Background: an optimization exercise with open tools, aiming at small area, a short achievable clock period and few clock cycles. Do not read the settings as production practice.
In this exercise RTL edits were held to simulation tests only and were not proved equivalent to the original.
Power is estimated from default activity; no workload was simulated.

## zz_extract
module zz_extract (
    input  wire        clk,
    input  wire        rst,
    input  wire        reg_valid,
    input  wire        reg_we,
    input  wire [7:0]  reg_addr,
    input  wire [31:0] reg_wdata,
    output reg  [31:0] reg_rdata,
    output wire        coef_req,
    output wire [15:0] coef_row,
    output wire [15:0] coef_col,
    input  wire [15:0] coef_rdata,
    output reg         pay_we,
    output wire [31:0] pay_addr,
    output reg  [7:0]  pay_wdata
);
Size in the first run: about 1300 cells after synthesis, roughly 170 I/O pins, ~11000 um^2 of cells after synthesis.
==> flow/config.mk <==
export PLATFORM = sky130hd
export DESIGN_NAME = zz_extract
export DESIGN_NICKNAME = zz_extract
export VERILOG_FILES = /design/flow/design.v
export SDC_FILE = /design/flow/constraint.sdc
export NUM_CORES = 4
export LEC_CHECK = 0
export CAP_MARGIN = 20
export CORE_MARGIN = 2
export CORE_UTILIZATION = 40
export SETUP_SLACK_MARGIN = 5
export SLEW_MARGIN = 20
==> flow/constraint.sdc <==
create_clock -name core_clock -period 8.5 [get_ports {clk}]
set_input_delay 1.7000 -clock core_clock [delete_from_list [all_inputs] [get_ports {clk}]]
set_output_delay 1.7000 -clock core_clock [all_outputs]
set_load 0.01 [all_outputs]
standard.sh (not shown) runs the stock make flow with config.mk's settings and CLKGATE_MAP_FILE= SYNTH_SCRIPT=/design/flow/synth_recipe.tcl, a recipe that flattens the netlist after the stock synthesis.
==> flow/flow/run.sh <==
#!/bin/bash
# The standard layout (standard.sh), with the port buffers made of
# sky130_fd_sc_hd__buf_1 cells and a larger setup repair margin.
# make's full output goes to flow_make.log; ORFS keeps each step's own log
# under orfs/logs/.
set -uo pipefail
bash standard.sh "BUFFER_PORTS_ARGS=-buffer_cell sky130_fd_sc_hd__buf_1" SETUP_SLACK_MARGIN=5.5 finish > flow_make.log 2>&1
Testbench counts at the start, summed over its fixed seeds: cycles 93,754.
Edit:
==> flow/flow/run.sh (replaced) <==
#!/bin/bash
# The standard layout (standard.sh), with the port buffers made of
# sky130_fd_sc_hd__buf_1 cells, a larger setup repair margin, and a clock
# tree of small clock buffers without dummy loads.
# make's full output goes to flow_make.log; ORFS keeps each step's own log
# under orfs/logs/.
set -uo pipefail
bash standard.sh "BUFFER_PORTS_ARGS=-buffer_cell sky130_fd_sc_hd__buf_1" SETUP_SLACK_MARGIN=5.6 \
  "CTS_ARGS=-sink_clustering_enable -repair_clock_nets -root_buf sky130_fd_sc_hd__clkbuf_8 -buf_list sky130_fd_sc_hd__clkbuf_8 -dont_use_dummy_load" \
  finish > flow_make.log 2>&1
Settings changed: TNS_END_PERCENT set to 0.
What happened: The new run finished clean. Final area shrinks by about 3.2%. Area after synthesis is unchanged. Global-route usage grows by 0.17 points. Sequential power is about the same. Hold slack is about the same. Combinational power barely changes. Total power shrinks by 14%. Setup slack barely changes. Final cell count shrinks by 0.52%. Utilization shrinks by 1.6 points. Critical path depth stays the same.
Edit:
==> flow/flow/run.sh (replaced) <==
#!/bin/bash
# The standard layout (standard.sh), with the port buffers made of
# sky130_fd_sc_hd__buf_1 cells, a larger setup repair margin, and a clock
# tree of small clock buffers without dummy loads.
# make's full output goes to flow_make.log; ORFS keeps each step's own log
# under orfs/logs/.
set -uo pipefail
bash standard.sh "BUFFER_PORTS_ARGS=-buffer_cell sky130_fd_sc_hd__buf_1" SETUP_SLACK_MARGIN=5.7 \
  "CTS_ARGS=-sink_clustering_enable -repair_clock_nets -root_buf sky130_fd_sc_hd__clkbuf_8 -buf_list sky130_fd_sc_hd__clkbuf_8 -dont_use_dummy_load -sink_clustering_size 12 -sink_clustering_max_diameter 60" \
  finish > flow_make.log 2>&1
=> Die area does not change. Clock power went down by 22%. Via count went down by 0.86%. Wire length went down by 0.40%. Hold slack improved by 0.0065 ns. Clock skew went up by 0.041 ns. Register-to-register slack improved by 0.06 ns.
Edit:
==> flow/flow/run.sh (replaced) <==
#!/bin/bash
# The standard layout (standard.sh), with the port buffers made of
# sky130_fd_sc_hd__buf_1 cells, a larger setup repair margin, and a clock
# tree of small clock buffers without dummy loads.
# make's full output goes to flow_make.log; ORFS keeps each step's own log
# under orfs/logs/.
set -uo pipefail
bash standard.sh "BUFFER_PORTS_ARGS=-buffer_cell sky130_fd_sc_hd__buf_1" SETUP_SLACK_MARGIN=5.85 \
  "CTS_ARGS=-sink_clustering_enable -repair_clock_nets -root_buf sky130_fd_sc_hd__clkbuf_8 -buf_list sky130_fd_sc_hd__clkbuf_8 -dont_use_dummy_load" \
  finish > flow_make.log 2>&1
Settings changed: TNS_END_PERCENT 0 to not set.
Non-clock buffer count goes up by 80; global-route usage goes up by 1.5 points; area after synthesis does not change; power goes up by 10%; combinational power goes up by 11%.

* * *

P:
zz_extract again, from the RTL that the note above started with.
clock: 8.5 ns
lec_check: 0
cap_margin: 20
core_margin: 2
core_utilization: 40
setup_slack_margin: 5
slew_margin: 20
==> flow/flow/run.sh <==
#!/bin/bash
# The standard layout (standard.sh), with the port buffers made of
# sky130_fd_sc_hd__buf_1 cells, a larger setup repair margin, and a clock
# tree of small clock buffers without dummy loads.
# make's full output goes to flow_make.log; ORFS keeps each step's own log
# under orfs/logs/.
set -uo pipefail
bash standard.sh "BUFFER_PORTS_ARGS=-buffer_cell sky130_fd_sc_hd__buf_1" SETUP_SLACK_MARGIN=5.5 \
  "CTS_ARGS=-sink_clustering_enable -repair_clock_nets -root_buf sky130_fd_sc_hd__clkbuf_8 -buf_list sky130_fd_sc_hd__clkbuf_4 -dont_use_dummy_load" \
  finish > flow_make.log 2>&1
Testbench counts of P, summed over its fixed seeds: cycles 93,754.
#### Input delta (Q over P)
- setting TNS_END_PERCENT to 0 for the first time
==> flow/flow/run.sh <==
#!/bin/bash
# The standard layout (standard.sh), with the port buffers made of
# sky130_fd_sc_hd__buf_1 cells, a larger setup repair margin, and a clock
# tree of small clock buffers without dummy loads.
# make's full output goes to flow_make.log; ORFS keeps each step's own log
# under orfs/logs/.
set -uo pipefail
bash standard.sh "BUFFER_PORTS_ARGS=-buffer_cell sky130_fd_sc_hd__buf_1" SETUP_SLACK_MARGIN=5.8 \
  "CTS_ARGS=-sink_clustering_enable -repair_clock_nets -root_buf sky130_fd_sc_hd__clkbuf_8 -buf_list sky130_fd_sc_hd__clkbuf_8 -dont_use_dummy_load" \
  finish > flow_make.log 2>&1
Notes after the runs:
- Per the final summary, Q finished and its layout is clean on timing, DRC and antenna.
- Between Q and P, it is Q whose clock-buffer cell count is lower, by about 34%.
- In Q relative to P, first-pass GRT wire length had gone up by a few percent.
- Q ends up with a global-route usage that is 0.60 points higher than in P.
- Final cell area excluding filler cells went up by a few percent going from P to Q.
- On post-detailed-placement half-perimeter wirelength, Q and P are basically level.
- Sequential cell area share: P vs Q — no meaningful difference
- Compare Q and P | end-of-flow core utilization higher: Q
- Between Q and P, the area of combinational cells with multiple inputs does not differ in any meaningful way.
- Fmax | Q vs P | Q faster
## Diff of input files: R against Q
diff --git a/flow/flow/run.sh b/flow/flow/run.sh
--- a/flow/flow/run.sh
+++ b/flow/flow/run.sh
@@ -7,3 +7,3 @@
 set -uo pipefail
-bash standard.sh "BUFFER_PORTS_ARGS=-buffer_cell sky130_fd_sc_hd__buf_1" SETUP_SLACK_MARGIN=5.8 \
+bash standard.sh "BUFFER_PORTS_ARGS=-buffer_cell sky130_fd_sc_hd__buf_1" SETUP_SLACK_MARGIN=5.7 \
   "CTS_ARGS=-sink_clustering_enable -repair_clock_nets -root_buf sky130_fd_sc_hd__clkbuf_8 -buf_list sky130_fd_sc_hd__clkbuf_8 -dont_use_dummy_load" \
Notes after the runs:
- Higher area used by multi-input combinational logic was reported by Q, not R.
- R reports its critical path launch point as outcnt[26]$_SDFFE_PP0P_ while Q reports reg_addr[2].
- R: met2 usage is 0.38 points lower than what Q reported.
- Per the comparison of R with Q, non-clock buffer count shrank by 12, setup slack fell by 0.064 ns.
#### Input delta (S over R)
==> flow/flow/run.sh <==
#!/bin/bash
# The standard layout (standard.sh), with the port buffers made of
# sky130_fd_sc_hd__buf_1 cells, a larger setup repair margin, and a clock
# tree of small clock buffers without dummy loads.
# make's full output goes to flow_make.log; ORFS keeps each step's own log
# under orfs/logs/.
set -uo pipefail
bash standard.sh "BUFFER_PORTS_ARGS=-buffer_cell sky130_fd_sc_hd__buf_1" SETUP_SLACK_MARGIN=5.8 \
  "CTS_ARGS=-sink_clustering_enable -repair_clock_nets -root_buf sky130_fd_sc_hd__clkbuf_8 -buf_list sky130_fd_sc_hd__clkbuf_8 -dont_use_dummy_load -sink_clustering_size 12 -sink_clustering_max_diameter 60" \
  finish > flow_make.log 2>&1
## What came out
Min global-route usage across R and S: S. Total power consumption of the routed design, R and S: higher on R. S reports its slowest stage cell on the critical path as a222oi_1 while R reports dfxtp_1. Summary of S over R: wire length now smaller; cell area now smaller.

* * *

Setup of JK:
The RTL this note starts from:
==> flow/design.v <==
module zz_extract (
    input  wire        clk,
    input  wire        rst,
    input  wire        reg_valid,
    input  wire        reg_we,
    input  wire [7:0]  reg_addr,
    input  wire [31:0] reg_wdata,
    output reg  [31:0] reg_rdata,
    output wire        coef_req,
    output wire [15:0] coef_row,
    output wire [15:0] coef_col,
    input  wire [15:0] coef_rdata,
    output reg         pay_we,
    output wire [31:0] pay_addr,
    output reg  [7:0]  pay_wdata
);
    reg        busy, done;
    reg        init;           
    reg [15:0] grid_h, grid_w;
    reg        req;
    reg [12:0] bxi, byi;       
    reg [2:0]  r, c;           
    reg [3:0]  ech;            
    reg        v1;             
    reg        u2, b2;         
    reg [31:0] tcnt;           
    reg [31:0] len;            
    reg [28:0] outcnt;         
    reg        hdr_ok;
    reg        underrun;
    assign coef_req = req;
    assign coef_row = {byi, r};
    assign coef_col = {bxi, c};
    assign pay_addr = {3'd0, outcnt};
    wire host_wr   = reg_valid && reg_we;
    wire wr_ok     = host_wr && !busy;
    wire wr_ctrl   = wr_ok && (reg_addr == 8'h00);
    wire cmd_start = wr_ctrl && reg_wdata[0];
    wire cmd_clear = wr_ctrl && !reg_wdata[0] && reg_wdata[1];
    wire [12:0] wq  = grid_w[15:3];
    wire [2:0]  wr8 = grid_w[2:0];
    wire [12:0] hq  = grid_h[15:3];
    wire [2:0]  hr8 = grid_h[2:0];
    reg         lc, lb;                
    wire [2:0]  cm = lc ? wr8 - 3'd1 : 3'd7;
    wire [2:0]  rm = lb ? hr8 - 3'd1 : 3'd7;
    wire        blk_end = (r == rm) && (c == cm);
    wire        even    = ~(r[0] ^ c[0]);
    reg  [2:0]  nr, nc;
    always @(*) begin
        nr = r; nc = c;
        if (even) begin
            if (c == cm)          nr = r + 3'd1;
            else if (r == 3'd0)   nc = c + 3'd1;
            else begin            nr = r - 3'd1; nc = c + 3'd1; end
        end else begin
            if (r == rm)          nc = c + 3'd1;
            else if (c == 3'd0)   nr = r + 3'd1;
            else begin            nr = r + 3'd1; nc = c - 3'd1; end
        end
    end
    wire        first   = busy && init;
    wire [12:0] bxi_inc = bxi + 13'd1;
    wire [12:0] byi_inc = byi + 13'd1;
    wire [12:0] bxi_p2  = {bxi[12:1] + 12'd1, bxi[0]};
    wire [12:0] byi_p2  = {byi[12:1] + 12'd1, byi[0]};
    wire        w_le8 = (wq == 13'd0) || ((wq == 13'd1) && (wr8 == 3'd0));
    wire        h_le8 = (hq == 13'd0) || ((hq == 13'd1) && (hr8 == 3'd0));
    wire        x1_last = (wr8 != 3'd0) ? (bxi_inc == wq) : (bxi_p2 == wq);
    wire        y1_last = (hr8 != 3'd0) ? (byi_inc == hq) : (byi_p2 == hq);
    wire        nlc  = (first || lc) ? w_le8 : x1_last;
    wire        nlb  = first ? h_le8 : (lc ? y1_last : lb);
    wire        ncm0 = nlc && (wr8 == 3'd1);
    wire        nrm0 = nlb && (hr8 == 3'd1);
    wire        last = (lc && lb) || (ncm0 && nrm0);
    wire        g_empty = (grid_h == 16'd0) || (grid_w == 16'd0) ||
                          (ncm0 && nrm0);
    wire usable = !((coef_rdata[15:1] == 15'd0) || (coef_rdata == 16'hFFFF));
    wire pact = hdr_ok && !((len[31:29] == 3'd0) && (len[28:0] == outcnt));
    wire [31:0] status = {20'd0, 3'd0, done && !hdr_ok, 3'd0,
                          hdr_ok && (busy || done), done && underrun,
                          done && !hdr_ok, done, busy};
    always @(posedge clk) begin
        reg_rdata <= 32'd0;
        case (reg_addr)
            8'h04: reg_rdata <= status;
            8'h08: reg_rdata <= {16'd0, grid_h};
            8'h0C: reg_rdata <= {16'd0, grid_w};
            8'h10: if (!init) reg_rdata <= len;
            8'h14: if (!init) reg_rdata <= {3'd0, outcnt};
            8'h18: if (!init) reg_rdata <= tcnt;
            default: ;
        endcase
    end
    always @(posedge clk) begin
        b2 <= coef_rdata[0];
        if (first) begin
            bxi <= 13'd0;
            byi <= 13'd0;
            lc  <= nlc;
            lb  <= nlb;
            r   <= ncm0 ? 3'd1 : 3'd0;
            c   <= ncm0 ? 3'd0 : 3'd1;
        end else if (req) begin
            if (!blk_end) begin
                r <= nr;
                c <= nc;
            end else begin
                bxi <= lc ? 13'd0 : bxi_inc;
                if (lc) byi <= byi_inc;
                lc  <= nlc;
                lb  <= nlb;
                r   <= ncm0 ? 3'd1 : 3'd0;
                c   <= ncm0 ? 3'd0 : 3'd1;
            end
        end
        if (u2 && pact) begin
            case (tcnt[2:0])
                3'd0: pay_wdata <= {b2, 7'd0};
                3'd1: pay_wdata[6] <= b2;
                3'd2: pay_wdata[5] <= b2;
                3'd3: pay_wdata[4] <= b2;
                3'd4: pay_wdata[3] <= b2;
                3'd5: pay_wdata[2] <= b2;
                3'd6: pay_wdata[1] <= b2;
                default: pay_wdata[0] <= b2;
            endcase
        end
    end
    always @(posedge clk) begin
        if (rst) begin
            busy     <= 1'b0;
            done     <= 1'b0;
            init     <= 1'b0;
            grid_h   <= 16'd0;
            grid_w   <= 16'd0;
            req      <= 1'b0;
            ech      <= 4'd0;
            v1       <= 1'b0;
            u2       <= 1'b0;
            tcnt     <= 32'd0;
            len      <= 32'd0;
            outcnt   <= 29'd0;
            hdr_ok   <= 1'b0;
            underrun <= 1'b0;
            pay_we   <= 1'b0;
        end else begin
            init <= cmd_start || cmd_clear;
            if (cmd_start) begin
                busy <= 1'b1;
                done <= 1'b0;
            end else if (cmd_clear) begin
                done <= 1'b0;
            end
            if (wr_ok && reg_addr == 8'h08) grid_h <= reg_wdata[15:0];
            if (wr_ok && reg_addr == 8'h0C) grid_w <= reg_wdata[15:0];
            ech <= {ech[2:0], 1'b0};
            if (first) begin
                if (g_empty) ech[0] <= 1'b1;
                else         req    <= 1'b1;
            end else if (req && blk_end && last) begin
                req    <= 1'b0;
                ech[0] <= 1'b1;
            end
            if (ech[3]) begin
                busy <= 1'b0;
                done <= 1'b1;
            end
            v1 <= req;
            u2 <= v1 && usable;
            pay_we <= 1'b0;
            if (init) begin
                tcnt     <= 32'd0;
                len      <= 32'd0;
                outcnt   <= 29'd0;
                hdr_ok   <= 1'b0;
                underrun <= 1'b0;
            end else begin
                if (u2) begin
                    tcnt <= tcnt + 32'd1;
                    if (!hdr_ok) begin
                        len <= {len[30:0], b2};
                        if (tcnt[4:0] == 5'd31) hdr_ok <= 1'b1;
                    end else if (pact && tcnt[2:0] == 3'd7) begin
                        pay_we <= 1'b1;
                    end
                end
                if (pay_we) outcnt <= outcnt + 29'd1;
                if (ech[3] && pact) begin
                    underrun <= 1'b1;
                    if (tcnt[2:0] != 3'd0) pay_we <= 1'b1;
                end
            end
        end
    end
endmodule
clock: 8.5 ns
lec_check: 0
cap_margin: 20
core_margin: 2
core_utilization: 40
setup_slack_margin: 5
slew_margin: 20
==> flow/flow/run.sh <==
#!/bin/bash
# The standard layout (standard.sh), with the port buffers made of
# sky130_fd_sc_hd__buf_1 cells, a larger setup repair margin, and a clock
# tree of small clock buffers without dummy loads.
# make's full output goes to flow_make.log; ORFS keeps each step's own log
# under orfs/logs/.
set -uo pipefail
bash standard.sh "BUFFER_PORTS_ARGS=-buffer_cell sky130_fd_sc_hd__buf_1" SETUP_SLACK_MARGIN=5.7 \
  "CTS_ARGS=-sink_clustering_enable -repair_clock_nets -root_buf sky130_fd_sc_hd__clkbuf_8 -buf_list sky130_fd_sc_hd__clkbuf_8 -dont_use_dummy_load" \
  finish > flow_make.log 2>&1
The flow did not stop early for JK: all stages ran, and the layout cleared the timing, DRC and antenna checks.
Testbench counts of JK, summed over its fixed seeds: cycles 93,674.
Setup changes, JK to MS
- CORE_UTILIZATION now 65, was 40
Results
- Compared with JK, MS shows a lower total power.
- Lower arrival time of the worst setup path was reported by MS, not JK.
- Diff JK -> MS | via count | up by a few percent
- or4_4 as the cell with the largest stage delay on the worst path was reported by MS, and or4b_4 by JK.
- From JK to MS the numbers moved as follows: number of filler instances in the final layout lost 55%, clock buffer count in the final layout down 2, register fraction of the total cell area grew by 1.2 points, basic-gate share of the synthesized area counting and, or, nand and nor cells barely changed.
- As far as combinational share of power is concerned, JK and MS perform about the same.
- MS: core utilization of the finished layout 29 points above JK
- [MS] well-tap cell count fell 35% relative to JK

port drivers added, routing unchanged:
The flow's constraints put no driver on any port. The routed layouts listed below were extracted and timed again, unchanged, in two steps. Step 1 sets driving cells, clkbuf_16 on the clock port and buf_2 on the other inputs (assumed; they add their load-dependent delay and slew). Step 2 moves the port delays by t, midway between the first and last clock arrival at a register: inputs arrive t later, outputs are due t later. That takes back most of the time a late clock gives input paths. Slacks: no drivers / after step 1 / after step 2; pairs: no drivers / after step 1.
| run | t, ns | slack for setup (ns) | worst data-port slew with drivers (ns) | pins driven straight from the clock port |
|---|---|---|---|---|
| the first run of note 1 | 0.559 | 5.548 / 5.499 / 5.064 | 0.07 | 1 |
| the second run of note 1 | 0.557 | 5.547 / 5.503 / 5.015 | 0.06 | 1 |
| the third run of note 1 | 0.572 | 5.620 / 5.575 / 5.064 | 0.05 | 1 |
| the fourth run of note 1 | 0.561 | 5.736 / 5.692 / 5.272 | 0.04 | 1 |
| P | 0.581 | 5.543 / 5.496 / 5.016 | 0.08 | 1 |
| Q | 0.565 | 5.667 / 5.665 / 5.104 | 0.05 | 1 |
| R | 0.567 | 5.603 / 5.556 / 5.042 | 0.05 | 1 |
| S | 0.575 | 5.637 / 5.630 / 5.063 | 0.05 | 1 |
| JK | 0.551 | 5.536 / 5.563 / 5.012 | 0.05 | 1 |
| MS | 0.545 | 5.466 / 5.485 / 4.940 | 0.04 | 1 |
After both steps setup and hold are still met in every run listed. The setup slack of S, which loses most, moves by -0.007 ns with the drivers and by -0.574 ns with both steps.
